Background: an optimization exercise with open tools, aiming at small area, a short achievable clock period and few clock cycles per item. Do not read the settings as production practice.
At most, simulation tests tie the RTL to the original design; equivalence was not proved.
Only the layout flow was run in runs 3 and 4; the RTL was not checked for function there.

==> flow/design.v <==
module gorilla_enc (
    input  wire        clk,
    input  wire        rst,
    input  wire        in_valid,
    output wire        in_ready,
    input  wire [63:0] in_data,
    input  wire        in_first,
    input  wire        in_last,
    input  wire [1:0]  in_wc,
    output wire        out_valid,
    input  wire        out_ready,
    output wire [63:0] out_data,
    output wire        out_last,
    output wire [3:0]  out_nbytes
);
    function automatic [63:0] rev64(input [63:0] v);
        integer j;
        begin
            for (j = 0; j < 64; j = j + 1)
                rev64[j] = v[63-j];
        end
    endfunction
    function automatic [2:0] lzc8(input [7:0] v);
        begin
            lzc8[2] = ~|v[7:4];
            lzc8[1] = lzc8[2] ? ~|v[3:2] : ~|v[7:6];
            lzc8[0] = lzc8[2] ? (lzc8[1] ? ~v[1] : ~v[3]) : (lzc8[1] ? ~v[5] : ~v[7]);
        end
    endfunction
    function automatic [5:0] lzc_bytes(input [7:0] nzb, input [23:0] cb);
        reg [3:0] v2;  reg [15:0] c2;    
        reg [1:0] v3;  reg [9:0]  c3;    
        integer j;
        begin
            for (j = 0; j < 4; j = j + 1) begin
                v2[j] = nzb[2*j] | nzb[2*j+1];
                c2[4*j +: 4] = nzb[2*j] ? {1'b0, cb[6*j +: 3]} : {1'b1, cb[6*j+3 +: 3]};
            end
            for (j = 0; j < 2; j = j + 1) begin
                v3[j] = v2[2*j] | v2[2*j+1];
                c3[5*j +: 5] = v2[2*j] ? {1'b0, c2[8*j +: 4]} : {1'b1, c2[8*j+4 +: 4]};
            end
            lzc_bytes = v3[0] ? {1'b0, c3[4:0]} : {1'b1, c3[9:5]};
        end
    endfunction
    function automatic le6(input [5:0] a, input [5:0] b);
        reg [5:0] g, e;          
        reg [2:0] g2, e2;        
        reg       g4, e4;
        integer j;
        begin
            for (j = 0; j < 6; j = j + 1) begin
                g[j] = a[j] & ~b[j];
                e[j] = ~(g[j] | (~a[j] & b[j]));
            end
            for (j = 0; j < 3; j = j + 1) begin
                g2[j] = g[2*j+1] | (e[2*j+1] & g[2*j]);
                e2[j] = e[2*j+1] & e[2*j];
            end
            g4 = g2[2] | (e2[2] & g2[1]);
            le6 = ~(g4 | (e2[2] & e2[1] & g2[0]));
        end
    endfunction
    reg  [1:0]  wc_in;       
    reg  [63:0] prev;        
    reg         s1_v;
    reg         s1_first;
    reg         s1_last;
    reg  [1:0]  s1_wc;
    reg  [63:0] s1_x;        
    reg         s1_nz;
    reg  [5:0]  s1_lz;       
    reg  [5:0]  s1_tz;       
    reg         s1_lg;       
    wire [1:0] cur_wc = in_first ? in_wc : wc_in;
    wire m16 = cur_wc != 2'd0;           
    wire m32 = cur_wc[1];                
    wire m64 = cur_wc == 2'd3;           
    wire [63:0] xu   = in_data ^ prev;   
    wire [7:0]  nzb_m;
    wire [7:0]  nzb_t;                   
    wire [23:0] cb_l;
    wire [23:0] cb_t;
    wire [7:0]  bmask = {m64, m64, m64, m64, m32, m32, m16, 1'b1};
    wire [63:0] xur = rev64(xu);
    genvar gb;
    generate
        for (gb = 0; gb < 8; gb = gb + 1) begin : g_byte
            assign nzb_m[gb]        = (|xu[63-8*gb -: 8]) & bmask[7-gb];
            assign cb_l[3*gb +: 3]  = lzc8(xu[63-8*gb -: 8]);
            assign nzb_t[gb]        = |xur[63-8*gb -: 8];
            assign cb_t[3*gb +: 3]  = lzc8(xur[63-8*gb -: 8]);
        end
    endgenerate
    wire [5:0] x_lz = lzc_bytes(nzb_m, cb_l);
    wire [5:0] x_tz = lzc_bytes(nzb_t, cb_t);    
    wire       x_nz = |nzb_m;
    wire x_lg = m64 && (|xu[63:49]) && (|xu[14:0]);
    reg        w_v;          
    reg  [5:0] w_lz;         
    reg  [5:0] w_tz;         
    reg  [6:0] w_db;         
    reg        w_big;        
    reg        hdr_done;     
    reg  [63:0] q0, q1, q2;  
    reg  [2:0]  ql;          
    reg  [3:0]  qn0, qn1, qn2;  
    reg  [1:0]  c;           
    reg  [5:0]  off;         
    reg  [5:0]  r_wo;        
    reg  [5:0]  r_wo2;       
    reg  [5:0]  r_no;        
    reg         rdy;         
    wire room  = !c[1] || (c == 2'd2 && off == 6'd0);
    wire can   = s1_v && room;
    wire reuse_c = s1_nz && w_v && le6(w_lz, s1_lz) && le6(w_tz, s1_tz);
    wire newwin  = !hdr_done && s1_nz && !reuse_c;
    wire [6:0] db_new = 7'd64 - {1'b0, s1_lz} - {1'b0, s1_tz};
    wire [4:0] h_new  = 5'd9 + {2'd0, s1_wc, 1'b0};
    wire       is_long  = !s1_first && !hdr_done && s1_nz && (s1_lg || w_big);
    wire       done     = can && !is_long;      
    wire       wr       = can && !s1_first && !rst;  
    wire       seal     = done && s1_last;
    reg  [15:0] hdr;
    always @* begin
        if (hdr_done || !s1_nz)
            hdr = 16'd0;
        else if (reuse_c)
            hdr = 16'h8000;
        else
            case (s1_wc)
                2'd0:    hdr = {2'b11, s1_lz[2:0], db_new[3:0], 7'd0};
                2'd1:    hdr = {2'b11, s1_lz[3:0], db_new[4:0], 5'd0};
                2'd2:    hdr = {2'b11, s1_lz[4:0], db_new[5:0], 3'd0};
                default: hdr = {2'b11, s1_lz[5:0], db_new[6:0], 1'b0};
            endcase
    end
    wire [6:0] off7  = {1'b0, off};
    wire [6:0] e_rep = off7 + 7'd1;
    wire [6:0] e_reu = off7 + 7'd2 + w_db;
    wire [6:0] e_new = off7 + {2'd0, h_new} + db_new;
    wire [6:0] e_hd  = off7 + w_db;
    wire [6:0] e_lgr = off7 + 7'd2;
    wire [6:0] e_lgn = off7 + {2'd0, h_new};
    reg  [6:0] endp;
    always @* begin
        if (s1_first)      endp = off7;
        else if (hdr_done) endp = e_hd;
        else if (!s1_nz)   endp = e_rep;
        else if (is_long)  endp = reuse_c ? e_lgr : e_lgn;
        else if (reuse_c)  endp = e_reu;
        else               endp = e_new;
    end
    wire [5:0]  a_new = s1_lz + r_no;
    wire [5:0]  rot_a = hdr_done ? r_wo : reuse_c ? r_wo2 : a_new;
    wire [63:0] s1_mask = {{32{s1_wc == 2'd3}}, {16{s1_wc[1]}}, {8{s1_wc != 2'd0}}, 8'hFF};
    wire [63:0] xr    = rev64(s1_x & s1_mask);
    wire [63:0] hrev  = rev64({hdr, 48'd0});
    wire [15:0] hs    = hrev[15:0];
    wire [64*7-1:0] yr;
    wire [64*7-1:0] hr;
    assign yr[63:0] = xr;
    assign hr[63:0] = {48'd0, hs};
    generate
        for (gb = 0; gb < 6; gb = gb + 1) begin : g_rot
            wire [63:0] yi = yr[64*gb +: 64];
            wire [63:0] hi = hr[64*gb +: 64];
            assign yr[64*(gb+1) +: 64] = rot_a[gb] ? {yi[(1<<gb)-1:0], yi[63:(1<<gb)]} : yi;
            assign hr[64*(gb+1) +: 64] = off[gb] ? {hi[63-(1<<gb):0], hi[63:64-(1<<gb)]} : hi;
        end
    endgenerate
    wire [63:0] ywr = is_long ? 64'd0 : yr[64*6 +: 64];
    wire [63:0] v   = ywr | hr[64*6 +: 64];
    wire [63:0] at_or_after;
    genvar gk;
    generate
        for (gk = 0; gk < 64; gk = gk + 1) begin : g_th
            assign at_or_after[gk] = (gk >= off);
        end
    endgenerate
    wire [63:0] v_a = v & at_or_after;
    wire [63:0] v_b = v & ~at_or_after;
    wire       wrap = endp[6];                    
    wire [3:0] nb_end = {1'b0, endp[5:3]} + {3'd0, |endp[2:0]};
    wire [3:0] nb_last = (wrap && endp[5:0] == 6'd0) ? 4'd8 : nb_end;
    wire       fin_in_next = wrap && (endp[5:0] != 6'd0);
    assign out_data   = rev64(q0);
    assign out_valid  = (c != 2'd0);
    assign out_last   = ql[0];
    assign out_nbytes = ql[0] ? qn0 : 4'd8;
    wire take = out_valid && out_ready;
    assign in_ready = rdy;
    wire take_in = in_valid && rdy;
    wire [1:0] ncomp = !done ? {1'b0, wrap && wr} :
                       s1_last ? (fin_in_next ? 2'd2 : 2'd1) :
                       {1'b0, wrap};
    wire [3:0] ch    = 4'b0001 << c;
    wire [2:0] sa0   = wr ? ch[2:0] : 3'd0;                      
    wire [2:0] sa1   = wr ? ch[3:1] : 3'd0;
    wire [2:0] sb0   = wr ? {ch[1:0], 1'b0} : 3'd0;              
    wire [2:0] sb1   = wr ? ch[2:0] : 3'd0;
    wire [2:0] sa    = take ? sa1 : sa0;
    wire [2:0] sb    = take ? sb1 : sb0;
    wire [3:0] fsl   = fin_in_next ? {ch[2:0], 1'b0} : ch;       
    wire [2:0] sf    = !seal ? 3'd0 : take ? fsl[3:1] : fsl[2:0];
    wire [1:0] c_sh  = c - {1'b0, take};
    wire [1:0] c_nx   = c_sh + ncomp;
    wire [5:0] off_nx = !can ? off : seal ? 6'd0 : endp[5:0];
    wire       s1_v_nx     = rdy ? in_valid : (s1_v && !done);
    wire       s1_first_nx = rdy ? in_first : s1_first;
    wire       s1_lg_nx    = rdy ? x_lg : s1_lg;
    wire       hd_nx       = can ? is_long : hdr_done;
    wire       w_big_nx    = !can ? w_big : s1_first ? 1'b0 :
                             newwin ? (db_new >= 7'd63) : w_big;
    wire       room_nx     = !c_nx[1] || (c_nx == 2'd2 && off_nx == 6'd0);
    wire       long_nx     = !s1_first_nx && !hd_nx && (s1_lg_nx || w_big_nx);
    wire       rdy_nx      = !s1_v_nx || (room_nx && !long_nx);
    wire [5:0] w_lz_nx = (can && newwin) ? s1_lz : w_lz;
    always @(posedge clk) begin
        if (take_in) begin
            prev     <= in_data;
            wc_in    <= cur_wc;
        end
        if (rdy) begin
            s1_first <= in_first;
            s1_last  <= in_last;
            s1_wc    <= cur_wc;
            s1_x     <= xu;
            s1_nz    <= x_nz;
            s1_lz    <= x_lz;
            s1_tz    <= x_tz;
            s1_lg    <= x_lg;
        end
        q0 <= (rst ? 64'd0 : take ? q1 : q0) | (v_a & {64{sa[0]}}) | (v_b & {64{sb[0]}});
        q1 <= (rst ? 64'd0 : take ? q2 : q1) | (v_a & {64{sa[1]}}) | (v_b & {64{sb[1]}});
        q2 <= (rst || take ? 64'd0 : q2)     | (v_a & {64{sa[2]}}) | (v_b & {64{sb[2]}});
        if (sf[0]) qn0 <= nb_last; else if (take) qn0 <= qn1;
        if (sf[1]) qn1 <= nb_last; else if (take) qn1 <= qn2;
        if (sf[2]) qn2 <= nb_last;
        r_wo  <= w_lz_nx - off_nx;
        r_wo2 <= w_lz_nx - off_nx - 6'd2;
        r_no  <= 6'd0 - off_nx - {1'b0, 5'd9 + {2'd0, wc_in, 1'b0}};
        if (rst) begin
            s1_v     <= 1'b0;
            rdy      <= 1'b1;
            ql       <= 3'd0;
            c        <= 2'd0;
            off      <= 6'd0;
            w_v      <= 1'b0;
            w_big    <= 1'b0;
            hdr_done <= 1'b0;
        end else begin
            s1_v  <= s1_v_nx;
            rdy   <= rdy_nx;
            ql    <= ((take ? {1'b0, ql[2:1]} : ql) | sf[2:0]);
            c     <= c_nx;
            off   <= off_nx;
            w_big <= w_big_nx;
            hdr_done <= hd_nx;
            if (can) begin
                if (s1_first)
                    w_v <= 1'b0;
                else if (newwin) begin
                    w_v  <= 1'b1;
                    w_lz <= s1_lz;
                    w_tz <= s1_tz;
                    w_db <= db_new;
                end
            end
        end
    end
endmodule
==> flow/flow/run.sh <==
#!/bin/bash
# Standard layout, with timing repair aimed below the design's period
# (repair_timing keeps a setup margin) and plain buffers on the ports.
set -e
export SETUP_SLACK_MARGIN=12.7
export BUFFER_PORTS_ARGS="-buffer_cell sky130_fd_sc_hd__buf_2"
bash standard.sh > standard.log 2>&1
==> flow/standard.sh <==
#!/bin/bash
# synth_recipe.tcl (not shown) runs the flow's synth.tcl, then flattens the netlist and writes it again
# the make line also repeats each setting of config.mk as NAME=value (left out here)
make -C /OpenROAD-flow-scripts/flow DESIGN_CONFIG=/design/flow/config.mk WORK_HOME=/design/flow/orfs CLKGATE_MAP_FILE= SYNTH_SCRIPT=/design/flow/synth_recipe.tcl "${@:-finish}"
==> flow/config.mk <==
export PLATFORM = sky130hd
export DESIGN_NAME = gorilla_enc
export DESIGN_NICKNAME = gorilla_enc
export VERILOG_FILES = /design/flow/design.v
export SDC_FILE = /design/flow/constraint.sdc
export NUM_CORES = 4
export LEC_CHECK = 0
export ABC_AREA = 1
export CAP_MARGIN = 20
export CORE_MARGIN = 2
export CORE_UTILIZATION = 25
export CTS_BUF_LIST = sky130_fd_sc_hd__clkbuf_8
export SLEW_MARGIN = 20
==> flow/constraint.sdc <==
create_clock -name core_clock -period 18.0 [get_ports {clk}]
set_input_delay 3.6000 -clock core_clock [delete_from_list [all_inputs] [get_ports {clk}]]
set_output_delay 3.6000 -clock core_clock [all_outputs]
set_load 0.01 [all_outputs]
==> PnR_summary.wiki, run 1 <==
{| class="wikitable"
! Metric !! Value
|-
| Register area share after synthesis || between 30 and 40%
|-
| Total via count in the routed design || between 20,000 and 30,000
|-
| Initial DRC count || approximately 4,000
|-
| Count of buffers inserted at the top-level ports || 142
|-
| Setup-violating endpoint count in the final report || 0
|-
| Initial cell density of the core || 25.2%
|-
| Synthesized flop and latch total || ~400
|-
| Total Die Area || roughly 120,000 um^2
|-
| Final-report hold violation count || 0
|-
| Critical path endpoint category || register
|-
| Syn avg cell area || about 7 um^2
|-
| Unrepaired setup endpoints after global routing || true
|-
| Vert. Die Dim || 343 um
|-
| Synth Instances || 4,181
|-
| Number of buffers created by CTS || 75
|-
| Total number of placement rows || roughly 120
|-
| Top cells by area, synth || sky130_fd_sc_hd__nand3_1 24%, sky130_fd_sc_hd__edfxtp_1 19%, sky130_fd_sc_hd__dfxtp_1 16%
|-
| Final worst path period share || between 20% and 30%
|-
| Root cell of the clock tree || sky130_fd_sc_hd__clkbuf_8
|-
| Status || no timing/DRC/antenna violations
|-
| Share of flip-flops with an asynchronous set or reset after synthesis || 0%
|-
| Kind of critical path || input port to register
|-
| Total count of max-transition violations in the final report || 0
|-
| Via-per-instance ratio || just over 5
|-
| Clock tree skew after final layout || ~0.076 ns
|-
| Measured slew at the worst slew-check pin || between 1 and 1.5 ns
|-
| Placeable core region || approximately 110,000 um^2
|-
| Dominant combinational cell family by area after synthesis || simple AND/OR/NAND/NOR gates
|-
| Area fraction in compound gates after synthesis || a little over a tenth
|-
| Routed wire length per instance || between 15 and 20 um
|-
| Adder and majority gate portion of the synthesized area || 3.30%
|-
| Post-Place Setup Slack || 11.96 ns
|-
| List of cells traversed by the critical path || buf_4, nor3_2, inv_2, a21oi_4, buf_4, buf_6, nand3_1, nand3_1
|-
| Hold_buf cts || 0
|-
| Least setup slack across all paths after layout || around 13 ns
|-
| Number of warnings printed during yosys synthesis || 1
|-
| Max Fclk || approximately 0.19 GHz
|-
| Maximum buffer depth of the clock tree || 3
|-
| Proportion of synthesized area in mux cells || 0.0698%
|-
| TritonCTS clock tree || built
|-
| Synthesized Nets || between 4,000 and 5,000
|-
| Count of cell types in the netlist || 60
|-
| Most frequent cell after synthesis || sky130_fd_sc_hd__nand3_1
|-
| Total standard cell area after synthesis || between 20,000 and 30,000 um^2
|-
| Number of non-filler instances in the completed layout || slightly below 6,000
|-
| GRT Overall Usage || 18.5%
|-
| Total Nets Final || ~4,400
|-
| Residual overflow from global routing || 0
|-
| Number of flops mapped to enable cells by yosys || approximately 180
|-
| Length of the first detailed-routing pass in iterations || 8
|-
| Crit path max-delay cell type || sky130_fd_sc_hd__buf_6
|-
| Number of max-cap violations || 0
|-
| Post-route DRC || 0
|-
| Top flip-flop cell by instance count after synthesis || sky130_fd_sc_hd__dfxtp_1
|-
| Largest driver fanout on the critical path || between 70 and 80
|-
| Crit path launch type || input port
|-
| Wire length of the first global-routing pass || 168,000 um
|-
| Clock net sink count || 404
|-
| Post-synthesis share of cell area spent on xor and xnor gates || between 2 and 3%
|-
| Fillcell total || approximately 13,000
|-
| Count of pins on the block boundary || approximately 140
|-
| Clock transition at the registers of the reported paths || approximately 0.06 ns
|-
| Die Wd || 343 um
|-
| Share of Yosys cell area claimed by the top area cell type || 24.4%
|-
| Area share of and/or/nand/nor cells after synthesis || between 30% and 40%
|-
| Number of antenna violations at the first check in global routing || 2
|-
| Share of layout cells above drive strength 1 || a little under an eighth
|-
| Number of nets with antenna violations after detailed routing || 0
|-
| Synth top cells by count || 1,397 x sky130_fd_sc_hd__nand3_1, 546 x sky130_fd_sc_hd__nand2_1, 487 x sky130_fd_sc_hd__inv_1
|-
| Final Routed Wirelength || between 100,000 and 150,000 um
|-
| Time the worst path needs with I/O delays and setup || between 5 and 6 ns
|-
| CP Data Required Time || 18.64 ns
|-
| Maximum number of pins on one net before global-route repair || 87
|-
| Class of the tightest hold or removal check || register to register
|-
| Detailed Place HPWL || ~83,000 um
|-
| Max incr delay on CP || approximately 0.56 ns
|-
| Layout overhead on the synthesized area || 13.0%
|-
| Cell taking the most area after synthesis || sky130_fd_sc_hd__nand3_1
|-
| Latest clock arrival within the worst-skew pair || approximately 0.74 ns
|-
| Critical path data arrival time || 5.81 ns
|-
| Gpl congestion || between 0.9 and 1
|-
| Maximum level of the CTS H-tree || 3
|-
| Worst slew slack as a fraction of its limit || roughly 29%
|-
| Number of global-route vias before repair || between 20,000 and 30,000
|-
| Placed cell count || 5,643
|-
| Setup TNS || 0 ns
|}
layer usage:
metal | global-route usage, % | up-vias | wire [um]
li1 | - | 14400 | -
met1 | 25.1 | 13900 | 48500
met2 | 28.4 | 1353 | 48600
met3 | 2.92 | 234 | 8340
met4 | 9.51 | 4 | 5910
met5 | 0 | - | 30
placed cells by master, fill, tap and decap left out, types with 61 or more instances in the layout:
cell                          n
sky130_fd_sc_hd__ha_1        61
sky130_fd_sc_hd__nand3_1   1397
sky130_fd_sc_hd__nand2_2     61
sky130_fd_sc_hd__o21ai_0    227
sky130_fd_sc_hd__inv_1      500
sky130_fd_sc_hd__clkbuf_8    88
sky130_fd_sc_hd__a21oi_1    150
sky130_fd_sc_hd__buf_2      141
sky130_fd_sc_hd__o21ai_1     82
sky130_fd_sc_hd__nand2_1    544
sky130_fd_sc_hd__dfxtp_1    226
sky130_fd_sc_hd__nor2_1     200
sky130_fd_sc_hd__edfxtp_1   177
kinds of logic after synthesis:
family          Yosys count
fa+ha+maj                71
buf+inv                 748
simple gates           2316
mux                       2
flops                   404
compound gates          551
xor+xnor                 89
worst max-delay path, delay by kind of cell:
family,cells,cell delay (ns)
buffers and inverters,4,1.42
AND/OR/NAND/NOR,3,0.57
AO/OA/AOI/OAI,1,0.11
registers in the layout, summed over array words and instances, names as in the netlist, 5 cells and up:
| signal | flops |
|---|---|
| s1_tz | 6 |
| w_db | 7 |
| r_wo2 | 6 |
| s1_lz | 6 |
| q1 | 64 |
| q0 | 64 |
| q2 | 64 |
| off | 6 |
| w_lz | 6 |
| prev | 64 |
| r_wo | 5 |
| s1_x | 64 |
| r_no | 6 |
| w_tz | 6 |
layout make-up:
type / instances / area (um^2) / share of cell area [%]
well taps: 1512 / 1890 / 5.84
clock buffers: 88 / 1210 / 3.74
inverters: 520 / 1970 / 6.07
repair buffers: 187 / 1080 / 3.34
clock inverters: 45 / 318 / 0.980
multi-input cells: 3030 / 16100 / 49.6
flip-flops and latches: 404 / 9860 / 30.4
diodes: 2 / 5.00 / 0.0154
final timing paths:
kind         startpoint      to  slack (ns)  depth (start not counted)
max                 rst  q2[15]       12.83                          8
min              q2[63]  q2[63]        0.45                          2
max reg2reg      off[1]     rdy       12.89                         36
min reg2reg      q2[63]  q2[63]        0.45                          2
stage by stage:
stage / area [um^2] / utilization [%] / hold WS, ns
2_1_floorplan: 28800 / - / 0.421
3_3_place_gp: 30600 / 26.8 / 0.442
3_5_place_dp: 30600 / 26.8 / 0.441
4_1_cts: 32100 / 28.2 / 0.455
5_1_grt: 32400 / 28.4 / 0.484
6_report: 32400 / 28.4 / 0.454
timing repair:
| item | 4_1_cts | 5_1_grt |
|---|---|---|
| pin swaps | 1 | 8 |
| resized for setup | 4 | 35 |
| setup buffers | 4 | 4 |
| endpoints found under the setup margin | 137 | 181 |
| cloned | 0 | 1 |
Testbench counts, summed over its fixed seeds: cycles 18,496, items 18,380.
==> run 2: changes to the inputs <==
--- a/flow/config.mk
+++ b/flow/config.mk
@@ -12,2 +12,3 @@
 export CTS_BUF_LIST = sky130_fd_sc_hd__clkbuf_8
+export CTS_CLUSTER_SIZE = 20
 export SLEW_MARGIN = 20
==> run 2 against run 1 <==
Count of clock-buffer cells in the layout unchanged. Flip-flop and latch count unchanged. Wire length unchanged. Sequential share of layout area unchanged. Design area unchanged. Fmax unchanged. Register-to-register slack about the same. Die area unchanged. Clock skew unchanged. Critical endpoint unchanged. Largest cell class unchanged.
==> PnR_summary.wiki, run 2 <==
{| class="wikitable"
! Metric !! Value
|-
| Status || no timing/DRC/antenna violations
|-
| Number of flops mapped to enable cells by yosys || 177
|-
| Number of global-route vias before repair || ~27,000
|-
| Length of the first detailed-routing pass in iterations || 8
|-
| Setup TNS || 0 ns
|-
| Flip-flop and latch area || between 9000 and 10,000 um^2
|-
| Most frequent cell after synthesis || sky130_fd_sc_hd__nand3_1
|-
| Crit path launch type || input port
|-
| Placeable core region || approximately 110,000 um^2
|-
| Share of Yosys cell area claimed by the top area cell type || roughly 24%
|-
| Max Fclk || 0.193 GHz
|-
| Synthesized Nets || approximately 4,300
|-
| Combined area of the multi-input logic cells || approximately 16,000 um^2
|-
| Clock tree skew after final layout || 0.0759 ns
|-
| Area fraction in compound gates after synthesis || a little over a tenth
|-
| Final Routed Wirelength || 111,000 um
|-
| Post-route DRC || 0
|-
| Wire length of the first global-routing pass || around 170,000 um
|-
| Hold_buf cts || 0
|-
| Post-place instance area || approximately 31,000 um^2
|-
| Root cell of the clock tree || sky130_fd_sc_hd__clkbuf_8
|-
| Maximum level of the CTS H-tree || 3
|-
| Initial DRC count || 3,933
|-
| Initial cell density of the core || about a quarter
|-
| Top flip-flop cell by instance count after synthesis || sky130_fd_sc_hd__dfxtp_1
|-
| Number of buffers created by CTS || 75
|-
| Die Wd || between 300 and 400 um
|-
| Area share of and/or/nand/nor cells after synthesis || approximately two fifths
|-
| FF-to-FF path depth || 36
|-
| Max incr delay on CP || about 0.56 ns
|-
| Count of buffers inserted at the top-level ports || 142
|-
| Routed wire length per instance || 19.2 um
|-
| Layout overhead on the synthesized area || 13.0%
|-
| Unrepaired setup endpoints after global routing || true
|-
| Critical path data arrival time || between 5 and 6 ns
|-
| Leading cell type in the layout, fill and taps excluded || sky130_fd_sc_hd__nand3_1
|-
| Post-route cell area || 32,400 um^2
|-
| Final worst path period share || roughly 29%
|-
| Cell taking the most area after synthesis || sky130_fd_sc_hd__nand3_1
|-
| Post-synthesis share of cell area spent on xor and xnor gates || under 10%
|-
| Worst slew slack as a fraction of its limit || ~29%
|-
| Top cells by area, synth || sky130_fd_sc_hd__nand3_1 24%, sky130_fd_sc_hd__edfxtp_1 19%, sky130_fd_sc_hd__dfxtp_1 16%
|-
| Fillcell total || 12,600
|-
| Detailed Place HPWL || between 80,000 and 90,000 um
|-
| Synth Instances || about 4,200
|-
| CP top delay family || buffers and inverters
|-
| Latest clock arrival within the worst-skew pair || 0.74 ns
|-
| Dominant combinational cell family by area after synthesis || simple AND/OR/NAND/NOR gates
|-
| Syn avg cell area || a little under 7 um^2
|-
| Critical path endpoint category || register
|-
| Via-per-instance ratio || 5.15
|-
| Number of max-cap violations || 0
|-
| TritonCTS clock tree || built
|-
| Total Die Area || 118,000 um^2
|-
| Number of non-filler instances in the completed layout || 5,788
|-
| WHS Path Cells || 2
|-
| Stages on the worst setup path || 8
|-
| Proportion of synthesized area in mux cells || 0.0698%
|-
| Leading cell types in the layout, fill and taps excluded || 1,397 x sky130_fd_sc_hd__nand3_1, 544 x sky130_fd_sc_hd__nand2_1, 500 x sky130_fd_sc_hd__inv_1, 227 x sky130_fd_sc_hd__o21ai_0, 226 x sky130_fd_sc_hd__dfxtp_1
|-
| Adder and majority gate portion of the synthesized area || under 10%
|-
| Share of layout cells above drive strength 1 || a little under an eighth
|-
| Synthesized flop and latch total || around 400
|-
| Share of flip-flops with an asynchronous set or reset after synthesis || 0%
|-
| Count of cell types in the netlist || 60
|-
| Total via count in the routed design || between 20,000 and 30,000
|-
| Total count of max-transition violations in the final report || 0
|-
| Time the worst path needs with I/O delays and setup || slightly above 5 ns
|-
| Total number of placement rows || between 100 and 150
|-
| Placed cell count || 5,643
|-
| List of cells traversed by the critical path || buf_4, nor3_2, inv_2, a21oi_4, buf_4, buf_6, nand3_1, nand3_1
|-
| Setup-violating endpoint count in the final report || 0
|-
| Number of nets with antenna violations after detailed routing || 0
|-
| Register area share after synthesis || approximately 34%
|-
| Count of pins on the block boundary || 143
|-
| Buf/Inv on CP || 4
|-
| Final-report hold violation count || 0
|-
| Synth top cells by count || 1,397 x sky130_fd_sc_hd__nand3_1, 546 x sky130_fd_sc_hd__nand2_1, 487 x sky130_fd_sc_hd__inv_1
|-
| Class of the tightest hold or removal check || register to register
|-
| Maximum number of pins on one net before global-route repair || between 80 and 90
|-
| Clock net sink count || between 400 and 500
|-
| Kind of critical path || input port to register
|-
| Total Nets Final || 4,361
|-
| Gpl congestion || 0.987
|-
| Vert. Die Dim || approximately 340 um
|-
| Measured slew at the worst slew-check pin || about 1.1 ns
|-
| Maximum buffer depth of the clock tree || 3
|-
| Number of antenna violations at the first check in global routing || 2
|-
| Total standard cell area after synthesis || around 29,000 um^2
|-
| Residual overflow from global routing || 0
|-
| Largest driver fanout on the critical path || 72
|-
| CP Data Required Time || 18.64 ns
|-
| Number of warnings printed during yosys synthesis || 1
|-
| Clock transition at the registers of the reported paths || approximately 0.060 ns
|-
| GRT Overall Usage || roughly 19%
|-
| Crit path max-delay cell type || sky130_fd_sc_hd__buf_6
|}
## run 2: cell counts after synthesis
Identical to the previous run, type by type.
## run 2: cell families (layout without fill, tap and decap cells)
| kind of cell | count (synthesis) | in the layout |
|---|---|---|
| compound gates | 551 | 551 |
| xor+xnor | 89 | 89 |
| other cells | 0 | 2 |
| fa+ha+maj | 71 | 71 |
| simple gates | 2316 | 2317 |
| buf+inv | 748 | 840 |
| flops | 404 | 404 |
| mux | 2 | 2 |
## run 2: per-stage QoR
step                hold slack (ns)  worst slack, ns  util, %
finish                        0.454            12.83     28.4
floorplan                     0.421            12.60        -
global route                  0.484            12.49     28.4
global placement              0.442            11.94     26.8
detailed placement            0.441            11.96     26.8
CTS                           0.455            12.71     28.2
## run 2: layout make-up
cell class / instances / area share [%]
diodes: 2 / 0.0154
clock buffers: 88 / 3.74
clock inverters: 45 / 0.980
inverters: 520 / 6.07
multi-input cells: 3030 / 49.6
flip-flops and latches: 404 / 30.4
well taps: 1512 / 5.84
repair buffers: 187 / 3.34
## run 2: path summary, 6_finish.rpt
check          from     end  slack (ns)
min          q2[63]  q2[63]        0.45
min reg2reg  q2[63]  q2[63]        0.45
max             rst  q2[15]       12.83
max reg2reg  off[1]     rdy       12.89
## run 2: layer usage
metal / GRT usage (%) / wire (um) / vias up
met5: 0 / 30 / -
met4: 9.51 / 5910 / 4
met3: 2.92 / 8340 / 234
met2: 28.4 / 48600 / 1353
met1: 25.1 / 48500 / 13900
li1: - / - / 14400
## run 2: worst reg2reg max path: cells and delay by family (launching register included)
family,cells,cell delay [ns]
AND/OR/NAND/NOR,17,1.63
buffers and inverters,9,1.16
adder cells (fa/ha/maj),3,0.81
XOR/XNOR,3,0.57
AO/OA/AOI/OAI,4,0.50
flip-flops,1,0.30
## run 2: what timing repair did
action,in CTS,in global routing
gates resized for setup,4,35
pin swaps,1,8
cloned,0,1
endpoints found under the setup margin,137,181
buffers inserted,4,4
==> run 3: changes to the inputs <==
--- a/flow/design.v
+++ b/flow/design.v
@@ -43,20 +43,2 @@
             lzc_bytes = v3[0] ? {1'b0, c3[4:0]} : {1'b1, c3[9:5]};
-        end
-    endfunction
-    function automatic le6(input [5:0] a, input [5:0] b);
-        reg [5:0] g, e;          
-        reg [2:0] g2, e2;        
-        reg       g4, e4;
-        integer j;
-        begin
-            for (j = 0; j < 6; j = j + 1) begin
-                g[j] = a[j] & ~b[j];
-                e[j] = ~(g[j] | (~a[j] & b[j]));
-            end
-            for (j = 0; j < 3; j = j + 1) begin
-                g2[j] = g[2*j+1] | (e[2*j+1] & g[2*j]);
-                e2[j] = e[2*j+1] & e[2*j];
-            end
-            g4 = g2[2] | (e2[2] & g2[1]);
-            le6 = ~(g4 | (e2[2] & e2[1] & g2[0]));
         end
@@ -104,7 +86,9 @@
     reg        hdr_done;     
-    reg  [63:0] q0, q1, q2;  
-    reg  [2:0]  ql;          
-    reg  [3:0]  qn0, qn1, qn2;  
-    reg  [1:0]  c;           
+    reg  [63:0] ring0, ring1, ring2;    
+    reg  [2:0]  m_last;      
+    reg  [3:0]  m_nb0, m_nb1, m_nb2;    
+    reg  [2:0]  sp;          
     reg  [5:0]  off;         
+    reg  [2:0]  rp;          
+    reg  [1:0]  npend;       
     reg  [5:0]  r_wo;        
@@ -113,5 +97,7 @@
     reg         rdy;         
-    wire room  = !c[1] || (c == 2'd2 && off == 6'd0);
+    wire [2:0] sp1 = {sp[1:0], sp[2]};      
+    wire [2:0] sp2 = {sp[0], sp[2:1]};      
+    wire room  = !npend[1] || (npend == 2'd2 && off == 6'd0);
     wire can   = s1_v && room;
-    wire reuse_c = s1_nz && w_v && le6(w_lz, s1_lz) && le6(w_tz, s1_tz);
+    wire reuse_c = s1_nz && w_v && (w_lz <= s1_lz) && (w_tz <= s1_tz);
     wire newwin  = !hdr_done && s1_nz && !reuse_c;
@@ -186,6 +172,8 @@
     wire       fin_in_next = wrap && (endp[5:0] != 6'd0);
-    assign out_data   = rev64(q0);
-    assign out_valid  = (c != 2'd0);
-    assign out_last   = ql[0];
-    assign out_nbytes = ql[0] ? qn0 : 4'd8;
+    wire [63:0] seg_out = ({64{rp[0]}} & ring0) | ({64{rp[1]}} & ring1) | ({64{rp[2]}} & ring2);
+    assign out_data   = rev64(seg_out);
+    assign out_valid  = (npend != 2'd0);
+    assign out_last   = |(rp & m_last);
+    assign out_nbytes = !out_last ? 4'd8 :
+                        (({4{rp[0]}} & m_nb0) | ({4{rp[1]}} & m_nb1) | ({4{rp[2]}} & m_nb2));
     wire take = out_valid && out_ready;
@@ -196,13 +184,11 @@
                        {1'b0, wrap};
-    wire [3:0] ch    = 4'b0001 << c;
-    wire [2:0] sa0   = wr ? ch[2:0] : 3'd0;                      
-    wire [2:0] sa1   = wr ? ch[3:1] : 3'd0;
-    wire [2:0] sb0   = wr ? {ch[1:0], 1'b0} : 3'd0;              
-    wire [2:0] sb1   = wr ? ch[2:0] : 3'd0;
-    wire [2:0] sa    = take ? sa1 : sa0;
-    wire [2:0] sb    = take ? sb1 : sb0;
-    wire [3:0] fsl   = fin_in_next ? {ch[2:0], 1'b0} : ch;       
-    wire [2:0] sf    = !seal ? 3'd0 : take ? fsl[3:1] : fsl[2:0];
-    wire [1:0] c_sh  = c - {1'b0, take};
-    wire [1:0] c_nx   = c_sh + ncomp;
+    wire [2:0] sa   = wr ? sp  : 3'd0;
+    wire [2:0] sb   = wr ? sp1 : 3'd0;
+    wire [2:0] sf   = seal ? (fin_in_next ? sp1 : sp) : 3'd0;
+    wire [2:0] rp1  = {rp[1:0], rp[2]};
+    wire [2:0] pend = (npend == 2'd0) ? 3'd0 : (npend == 2'd1) ? rp :
+                      (npend == 2'd2) ? (rp | rp1) : 3'b111;
+    wire [2:0] freeseg = rst ? 3'b111 : ~pend & (~sp | {3{off == 6'd0}});
+    wire [2:0] sp_nx = ncomp[1] ? sp2 : ncomp[0] ? sp1 : sp;
+    wire [1:0] npend_nx = npend - {1'b0, take} + ncomp;
     wire [5:0] off_nx = !can ? off : seal ? 6'd0 : endp[5:0];
@@ -214,3 +200,3 @@
                              newwin ? (db_new >= 7'd63) : w_big;
-    wire       room_nx     = !c_nx[1] || (c_nx == 2'd2 && off_nx == 6'd0);
+    wire       room_nx     = !npend_nx[1] || (npend_nx == 2'd2 && off_nx == 6'd0);
     wire       long_nx     = !s1_first_nx && !hd_nx && (s1_lg_nx || w_big_nx);
@@ -233,8 +219,8 @@
         end
-        q0 <= (rst ? 64'd0 : take ? q1 : q0) | (v_a & {64{sa[0]}}) | (v_b & {64{sb[0]}});
-        q1 <= (rst ? 64'd0 : take ? q2 : q1) | (v_a & {64{sa[1]}}) | (v_b & {64{sb[1]}});
-        q2 <= (rst || take ? 64'd0 : q2)     | (v_a & {64{sa[2]}}) | (v_b & {64{sb[2]}});
-        if (sf[0]) qn0 <= nb_last; else if (take) qn0 <= qn1;
-        if (sf[1]) qn1 <= nb_last; else if (take) qn1 <= qn2;
-        if (sf[2]) qn2 <= nb_last;
+        ring0 <= (ring0 & {64{~freeseg[0]}}) | (v_a & {64{sa[0]}}) | (v_b & {64{sb[0]}});
+        ring1 <= (ring1 & {64{~freeseg[1]}}) | (v_a & {64{sa[1]}}) | (v_b & {64{sb[1]}});
+        ring2 <= (ring2 & {64{~freeseg[2]}}) | (v_a & {64{sa[2]}}) | (v_b & {64{sb[2]}});
+        if (sf[0]) m_nb0 <= nb_last;
+        if (sf[1]) m_nb1 <= nb_last;
+        if (sf[2]) m_nb2 <= nb_last;
         r_wo  <= w_lz_nx - off_nx;
@@ -245,4 +231,6 @@
             rdy      <= 1'b1;
-            ql       <= 3'd0;
-            c        <= 2'd0;
+            m_last   <= 3'd0;
+            sp       <= 3'b001;
+            rp       <= 3'b001;
+            npend    <= 2'd0;
             off      <= 6'd0;
@@ -254,4 +242,7 @@
             rdy   <= rdy_nx;
-            ql    <= ((take ? {1'b0, ql[2:1]} : ql) | sf[2:0]);
-            c     <= c_nx;
+            m_last <= (m_last & ~(take ? rp : 3'd0)) | sf;
+            if (take)
+                rp <= {rp[1:0], rp[2]};
+            sp    <= sp_nx;
+            npend <= npend_nx;
             off   <= off_nx;
--- a/flow/flow/run.sh
+++ b/flow/flow/run.sh
@@ -4,3 +4,3 @@
 set -e
-export SETUP_SLACK_MARGIN=12.7
+export SETUP_SLACK_MARGIN=12
 export BUFFER_PORTS_ARGS="-buffer_cell sky130_fd_sc_hd__buf_2"
--- a/flow/config.mk
+++ b/flow/config.mk
@@ -7,3 +7,2 @@
 export LEC_CHECK = 0
-export ABC_AREA = 1
 export CAP_MARGIN = 20
@@ -11,4 +10,2 @@
 export CORE_UTILIZATION = 25
-export CTS_BUF_LIST = sky130_fd_sc_hd__clkbuf_8
-export CTS_CLUSTER_SIZE = 20
 export SLEW_MARGIN = 20
==> run 3 against run 2 <==
Flip-flop and latch count rose by 6. Still clean. Sequential share of layout area fell by 0.39 points. Register-to-register slack got worse by 0.75 ns. Critical path depth fell by 4. Synthesized cell count fell by 17%. Via count fell by 4.1%. First-iteration DRC count rose by 15%. Core utilization rose by 0.33 points. Critical path type is now register to output port. Largest cell class unchanged.
==> PnR_summary.wiki, run 3 <==
{| class="wikitable"
! Metric !! Value
|-
| Status || no timing/DRC/antenna violations
|-
| Class of the tightest hold or removal check || register to register
|-
| Initial cell density of the core || ~25%
|-
| Syn avg cell area || 8.37 um^2
|-
| Setup-violating endpoint count in the final report || 0
|-
| Top flip-flop cell by instance count after synthesis || sky130_fd_sc_hd__dfxtp_1
|-
| Wire length of the first global-routing pass || around 170,000 um
|-
| Gpl congestion || roughly 1
|-
| CP Data Required Time || roughly 14 ns
|-
| Top cells by area, synth || sky130_fd_sc_hd__edfxtp_1 18%, sky130_fd_sc_hd__dfxtp_1 16%, sky130_fd_sc_hd__o21ai_0 5.4%
|-
| Setup TNS || 0 ns
|-
| Reg2Reg Launch Point || s1_tz[1]
|-
| Leading cell types in the layout, fill and taps excluded || 409 x sky130_fd_sc_hd__nand2_1, 321 x sky130_fd_sc_hd__nor2_1, 310 x sky130_fd_sc_hd__o21ai_0, 276 x sky130_fd_sc_hd__a21oi_1, 228 x sky130_fd_sc_hd__dfxtp_1
|-
| Fillcell total || 12,400
|-
| Clock net sink count || 410
|-
| Clock transition at the registers of the reported paths || around 0.060 ns
|-
| Final Routed Wirelength || roughly 120,000 um
|-
| Final-report hold violation count || 0
|-
| Worst slew slack as a fraction of its limit || between 20 and 30%
|-
| Number of warnings printed during yosys synthesis || 1
|-
| Synthesized flop and latch total || 410
|-
| GRT Overall Usage || a little under a fifth
|-
| Register-to-register setup slack || ~12 ns
|-
| Leading cell type in the layout, fill and taps excluded || sky130_fd_sc_hd__nand2_1
|-
| Number of antenna violations at the first check in global routing || 1
|-
| WHS Path Cells || 2
|-
| Least setup slack across all paths after layout || about 12 ns
|-
| Count of pins on the block boundary || 143
|-
| Largest driver fanout on the critical path || 20
|-
| Most frequent cell after synthesis || sky130_fd_sc_hd__nand2_1
|-
| Post-Place Setup Slack || 11.54 ns
|-
| Total count of max-transition violations in the final report || 0
|-
| Residual overflow from global routing || 0
|-
| Layout overhead on the synthesized area || 14.5%
|-
| Routed wire length per instance || approximately 23 um
|-
| Total standard cell area after synthesis || between 20,000 and 30,000 um^2
|-
| Total via count in the routed design || between 20,000 and 30,000
|-
| Number of nets with antenna violations after detailed routing || 0
|-
| Via-per-instance ratio || approximately 5.7
|-
| Vert. Die Dim || 345 um
|-
| Synthesized Nets || around 3,600
|-
| Worst hold slack after final layout || around 0.46 ns
|-
| Worst setup startpoint || rp[1]
|-
| Worst r2r dst || ring2[29]
|-
| Die Wd || 345 um
|-
| Synth top cells by count || 414 x sky130_fd_sc_hd__nand2_1, 322 x sky130_fd_sc_hd__nor2_1, 311 x sky130_fd_sc_hd__o21ai_0
|-
| Synth Instances || around 3,500
|-
| Capturing instance or port of the critical path || out_data[50]
|-
| Maximum number of pins on one net before global-route repair || 75
|-
| Detailed Place HPWL || slightly above 80,000 um
|-
| Share of flip-flops with an asynchronous set or reset after synthesis || 0%
|-
| Register area share after synthesis || between 30% and 40%
|-
| Length of the first detailed-routing pass in iterations || 8
|-
| Measured slew at the worst slew-check pin || around 1.1 ns
|-
| Latest clock arrival within the worst-skew pair || around 0.63 ns
|-
| Cell taking the most area after synthesis || sky130_fd_sc_hd__edfxtp_1
|-
| Maximum level of the CTS H-tree || 2
|-
| Max Fclk || about 0.17 GHz
|-
| Clock tree skew after final layout || around 0.044 ns
|-
| Total Die Area || between 100,000 and 150,000 um^2
|-
| Number of flops mapped to enable cells by yosys || 177
|-
| Kind of critical path || register to output port
|-
| Post-route DRC || 0
|-
| Placeable core region || between 100,000 and 150,000 um^2
|-
| Root cell of the clock tree || sky130_fd_sc_hd__clkbuf_16
|-
| Critical path endpoint category || output port
|-
| Total number of placement rows || roughly 130
|-
| Total Nets Final || 3,646
|-
| Critical path data arrival time || around 2.4 ns
|-
| FF-to-FF path depth || 15
|-
| Number of global-route vias before repair || between 20,000 and 30,000
|-
| Number of buffers created by CTS || 46
|-
| Count of cell types in the netlist || between 90 and 100
|-
| Maximum buffer depth of the clock tree || 3
|-
| Unrepaired setup endpoints after global routing || true
|-
| Number of max-cap violations || 0
|-
| Final worst path period share || between 30% and 40%
|-
| Crit path launch type || register
|-
| TritonCTS clock tree || built
|-
| Initial DRC count || around 4,500
|-
| Count of buffers inserted at the top-level ports || 142
|-
| Share of layout cells above drive strength 1 || between 10% and 20%
|-
| Time the worst path needs with I/O delays and setup || about 6.0 ns
|-
| Share of Yosys cell area claimed by the top area cell type || a little under a fifth
|}
==> run 3: layer usage <==
layer / global-route usage [%] / routed length [um] / up-vias
li1: - / - / 13000
met1: 27.0 / 51400 / 13800
met2: 28.5 / 50700 / 1601
met3: 3.26 / 11100 / 199
met4: 5.69 / 3810 / 0
met5: 0 / 0 / -
==> run 3: worst min path at each step <==
stage | from | to | slack, ns
floorplan | ring1[0] | ring1[0] | 0.42
global placement | s1_tz[5] | w_tz[5] | 0.43
detailed placement | s1_tz[3] | w_tz[3] | 0.44
CTS | s1_tz[3] | w_tz[3] | 0.45
global route | ring1[61] | ring1[61] | 0.48
finish | ring0[37] | ring0[37] | 0.46
==> run 3: what timing repair did <==
item,CTS,global route
setup endpoints to repair,48,93
cloned,3,0
pin swaps,1,3
endpoints found under the hold margin,0,0
hold buffers,0,0
gates resized for setup,15,33
buffers inserted,11,11
==> run 3: critical path, stage by stage (launching register included) <==
cell,delay [ns]
sky130_fd_sc_hd__dfxtp_4,0.41
sky130_fd_sc_hd__buf_16,0.18
sky130_fd_sc_hd__a222oi_1,0.92
sky130_fd_sc_hd__inv_1,0.08
sky130_fd_sc_hd__buf_2,0.17
==> run 3: cells by family after synthesis <==
group                    Yosys count  share of synthesized area, %
multiplexers                     191                          8.76
AND/OR/NAND/NOR                 1019                          15.3
buffers and inverters            424                          5.82
flip-flops                       410                          34.3
adder cells (fa/ha/maj)           75                          3.42
AO/OA/AOI/OAI                   1242                          29.0
XOR/XNOR                         112                          3.37
==> run 3: through the flow <==
step / cell area [um^2] / cells / utilization, %
global route: 33300 / 5060 / 28.8
global placement: 31300 / 4952 / 27.0
finish: 33300 / 5061 / 28.8
detailed placement: 31300 / 4952 / 27.0
floorplan: 29100 / 3473 / -
CTS: 33100 / 5049 / 28.6
==> run 3: final cells by class <==
type	count	area (um^2)	share of cell area (%)
diodes	1	2.50	0.00752
inverters	169	638	1.92
well taps	1524	1910	5.73
clock inverters	21	238	0.714
flip-flops and latches	410	10000	30.0
repair buffers	235	1590	4.77
clock buffers	62	1270	3.82
multi-input cells	2639	17600	53.0
==> run 4: changes to the inputs <==
--- a/flow/flow/run.sh
+++ b/flow/flow/run.sh
@@ -4,3 +4,3 @@
 set -e
-export SETUP_SLACK_MARGIN=12
+export SETUP_SLACK_MARGIN=13
 export BUFFER_PORTS_ARGS="-buffer_cell sky130_fd_sc_hd__buf_2"
==> run 4 against run 3 <==
Design area up 7.5%. Wire length up 3.1%. Flip-flop and latch count unchanged. Global-route usage up 0.32 points. Synthesized area unchanged. Register-to-register slack better by 0.74 ns. Count of clock-buffer cells in the layout down 9. Via count up 2.6%. Worst setup slack better by 0.13 ns. Critical path depth up 1. Sequential share of layout area down 2.1 points. Still clean.
==> PnR_summary.wiki, run 4 <==
{| class="wikitable"
! Metric !! Value
|-
| Worst r2r dst || rdy
|-
| Critical path endpoint category || output port
|-
| Top flip-flop cell by instance count after synthesis || sky130_fd_sc_hd__dfxtp_1
|-
| Final worst path period share || 32.7%
|-
| Count of cell types in the netlist || 99
|-
| Clock transition at the registers of the reported paths || approximately 0.060 ns
|-
| Syn avg cell area || ~8.4 um^2
|-
| CP top delay family || compound AO/OA/AOI/OAI gates
|-
| Leading cell types in the layout, fill and taps excluded || 395 x sky130_fd_sc_hd__nand2_1, 297 x sky130_fd_sc_hd__nor2_1, 292 x sky130_fd_sc_hd__o21ai_0, 261 x sky130_fd_sc_hd__a21oi_1, 226 x sky130_fd_sc_hd__dfxtp_1
|-
| Max incr delay on CP || a little over 0.7 ns
|-
| Total count of max-transition violations in the final report || 0
|-
| Die Wd || 345 um
|-
| Via-per-instance ratio || ~5.7
|-
| List of cells traversed by the critical path || buf_4, clkbuf_16, a222oi_1, inv_1, buf_2
|-
| Setup TNS || 0 ns
|-
| Maximum level of the CTS H-tree || 2
|-
| Crit path launch type || register
|-
| Synthesized flop and latch total || 410
|-
| Unrepaired setup endpoints after global routing || true
|-
| TritonCTS clock tree || built
|-
| Critical path data arrival time || 2.29 ns
|-
| Number of max-cap violations || 0
|-
| Total via count in the routed design || slightly below 30,000
|-
| Initial DRC count || ~4,400
|-
| FF-to-FF path depth || 25
|-
| Post-place instance area || ~31,000 um^2
|-
| Crit path max-delay cell type || sky130_fd_sc_hd__a222oi_1
|-
| Number of buffers created by CTS || between 40 and 50
|-
| Top cells by area, synth || sky130_fd_sc_hd__edfxtp_1 18%, sky130_fd_sc_hd__dfxtp_1 16%, sky130_fd_sc_hd__o21ai_0 5.4%
|-
| Register-to-register setup slack || 12.88 ns
|-
| Clock net sink count || 410
|-
| Least setup slack across all paths after layout || roughly 12 ns
|-
| Placeable core region || 116,000 um^2
|-
| Maximum buffer depth of the clock tree || 3
|-
| Length of the first detailed-routing pass in iterations || 7
|-
| Count of pins on the block boundary || ~140
|-
| Share of flip-flops with an asynchronous set or reset after synthesis || 0%
|-
| Reg2Reg Launch Point || s1_lz[1]
|-
| Status || no timing/DRC/antenna violations
|-
| Number of nets with antenna violations after detailed routing || 0
|-
| Register area share after synthesis || around a third
|-
| Root cell of the clock tree || sky130_fd_sc_hd__clkbuf_16
|-
| Gpl congestion || about 0.98
|-
| Synth top cells by count || 414 x sky130_fd_sc_hd__nand2_1, 322 x sky130_fd_sc_hd__nor2_1, 311 x sky130_fd_sc_hd__o21ai_0
|-
| WHS Path Cells || 2
|-
| Cell taking the most area after synthesis || sky130_fd_sc_hd__edfxtp_1
|-
| Detailed Place HPWL || between 80,000 and 90,000 um
|-
| Clock tree skew after final layout || roughly 0.032 ns
|-
| Residual overflow from global routing || 0
|-
| GRT Overall Usage || 19.1%
|-
| Synth Instances || between 3,000 and 4,000
|-
| Measured slew at the worst slew-check pin || 1.09 ns
|-
| Synthesized Nets || 3,618
|-
| Number of warnings printed during yosys synthesis || 1
|-
| Placed cell count || just under 5,000
|-
| Total Nets Final || between 3,000 and 4,000
|-
| Worst min-delay path startpoint || ring0[1]
|-
| Number of antenna violations at the first check in global routing || 4
|-
| Total Die Area || roughly 120,000 um^2
|-
| Post-route cell area || ~36,000 um^2
|-
| Latest clock arrival within the worst-skew pair || roughly 0.6 ns
|-
| Number of non-filler instances in the completed layout || ~5,200
|-
| Class of the tightest hold or removal check || register to register
|-
| Max Fclk || 0.170 GHz
|-
| Total number of placement rows || between 100 and 150
|-
| Number of global-route vias before repair || between 20,000 and 30,000
|-
| CP Data Required Time || between 10 and 15 ns
|-
| Number of flops mapped to enable cells by yosys || around 180
|-
| Kind of critical path || register to output port
|-
| Largest driver fanout on the critical path || 7
|-
| Initial cell density of the core || about a quarter
|-
| Final Routed Wirelength || around 120,000 um
|-
| Maximum number of pins on one net before global-route repair || 75
|-
| Hold_buf cts || 0
|-
| Share of layout cells above drive strength 1 || 20.8%
|-
| Vert. Die Dim || between 300 and 400 um
|-
| Wire length of the first global-routing pass || 178,000 um
|-
| Setup-violating endpoint count in the final report || 0
|-
| Terminating pin of the worst hold path || ring0[1]
|-
| Post-route DRC || 0
|-
| Time the worst path needs with I/O delays and setup || just under 6 ns
|-
| Total standard cell area after synthesis || between 20,000 and 30,000 um^2
|-
| Routed wire length per instance || between 20 and 25 um
|-
| Layout overhead on the synthesized area || 23.1%
|-
| Leading cell type in the layout, fill and taps excluded || sky130_fd_sc_hd__nand2_1
|-
| Worst slew slack as a fraction of its limit || 27.3%
|-
| Share of Yosys cell area claimed by the top area cell type || between 10% and 20%
|-
| Count of buffers inserted at the top-level ports || about 140
|-
| Post-Place Setup Slack || around 12 ns
|-
| Most frequent cell after synthesis || sky130_fd_sc_hd__nand2_1
|-
| Buf/Inv on CP || 4
|-
| Final-report hold violation count || 0
|}
[run 4: area by class of cell]
type	instances	area [um^2]
clock buffer	53	1200
multi-input combinational	2639	19100
timing repair buffer	327	2670
sequential	410	10000
antenna	1	2.50
tap	1524	1910
fill	12200	80000
inverter	169	638
clock inverter	29	263
[run 4: how the worst max path moves through the flow]
stage                            from      endpoint  slack (ns)  cells past startpoint
after floorplan           in_data[58]           rdy       12.46                     12
after global placement    in_data[58]           rdy       11.74                     13
after detailed placement  in_data[58]           rdy       11.80                     13
after CTS                       rp[0]  out_data[12]       12.19                      4
after global routing            rp[0]  out_data[60]       12.09                      5
final                           rp[0]  out_data[60]       12.11                      5
[run 4: routing by layer]
metal  routed length [um]  share of wire (%)  vias to the layer above  GRT usage, %
met4                 4760                3.9                        0          7.08
met1                52200                 43                    14200          27.0
met2                51800                 43                     1714          28.8
met5                    0                  0                        -             0
li1                     -                  -                    13200             -
met3                11700                9.7                      269          3.43
[run 4: repair_timing]
item,in CTS,in global routing
cloned,8,1
buffers inserted,69,41
pin swaps,80,73
gates resized for setup,205,151
endpoints found under the setup margin,297,277
[run 4: tightest hold or removal path: cells and delay by family, from the launching register on]
kind,cells,cell delay (ns)
flops,1,0.32
simple gates,1,0.05
compound gates,1,0.05
[run 4: metrics by stage]
stage | hold slack, ns | util [%]
finish | 0.453 | 30.9
CTS | 0.455 | 30.0
global placement | 0.432 | 27.2
global route | 0.477 | 30.9
detailed placement | 0.442 | 27.2
floorplan | 0.425 | -
[run 4: cells by family after synthesis]
logic type	count (synthesis)	share of synthesized area, %
AND/OR/NAND/NOR	1019	15.3
XOR/XNOR	112	3.37
adder cells (fa/ha/maj)	75	3.42
flip-flops	410	34.3
buffers and inverters	424	5.82
multiplexers	191	8.76
AO/OA/AOI/OAI	1242	29.0

port drivers added, routing unchanged:
The flow's constraints put no driver on any port. The routed layouts listed below were extracted and timed again, unchanged, in two steps. Step 1 sets driving cells, clkbuf_16 on the clock port and buf_2 on the other inputs (assumed; they add their load-dependent delay and slew). Step 2 moves the port delays by t, midway between the first and last clock arrival at a register: inputs arrive t later, outputs are due t later. That takes back most of the time a late clock gives input paths. a / b / c = ideal / step 1 / step 2; a / b = the first two.
| run | shift t [ns] | setup slack, ns | worst setup path after step 2 | cell pins on the clock port's net |
|---|---|---|---|---|
| run 1 | 0.769 | 12.829 / 12.767 / 12.103 | input to register | 1 |
| run 2 | 0.769 | 12.829 / 12.767 / 12.103 | input to register | 1 |
| run 3 | 0.674 | 11.983 / 11.914 / 11.614 | input to register | 1 |
| run 4 | 0.656 | 12.111 / 12.048 / 12.096 | input to register | 1 |
After both steps setup and hold are still met in every run listed.
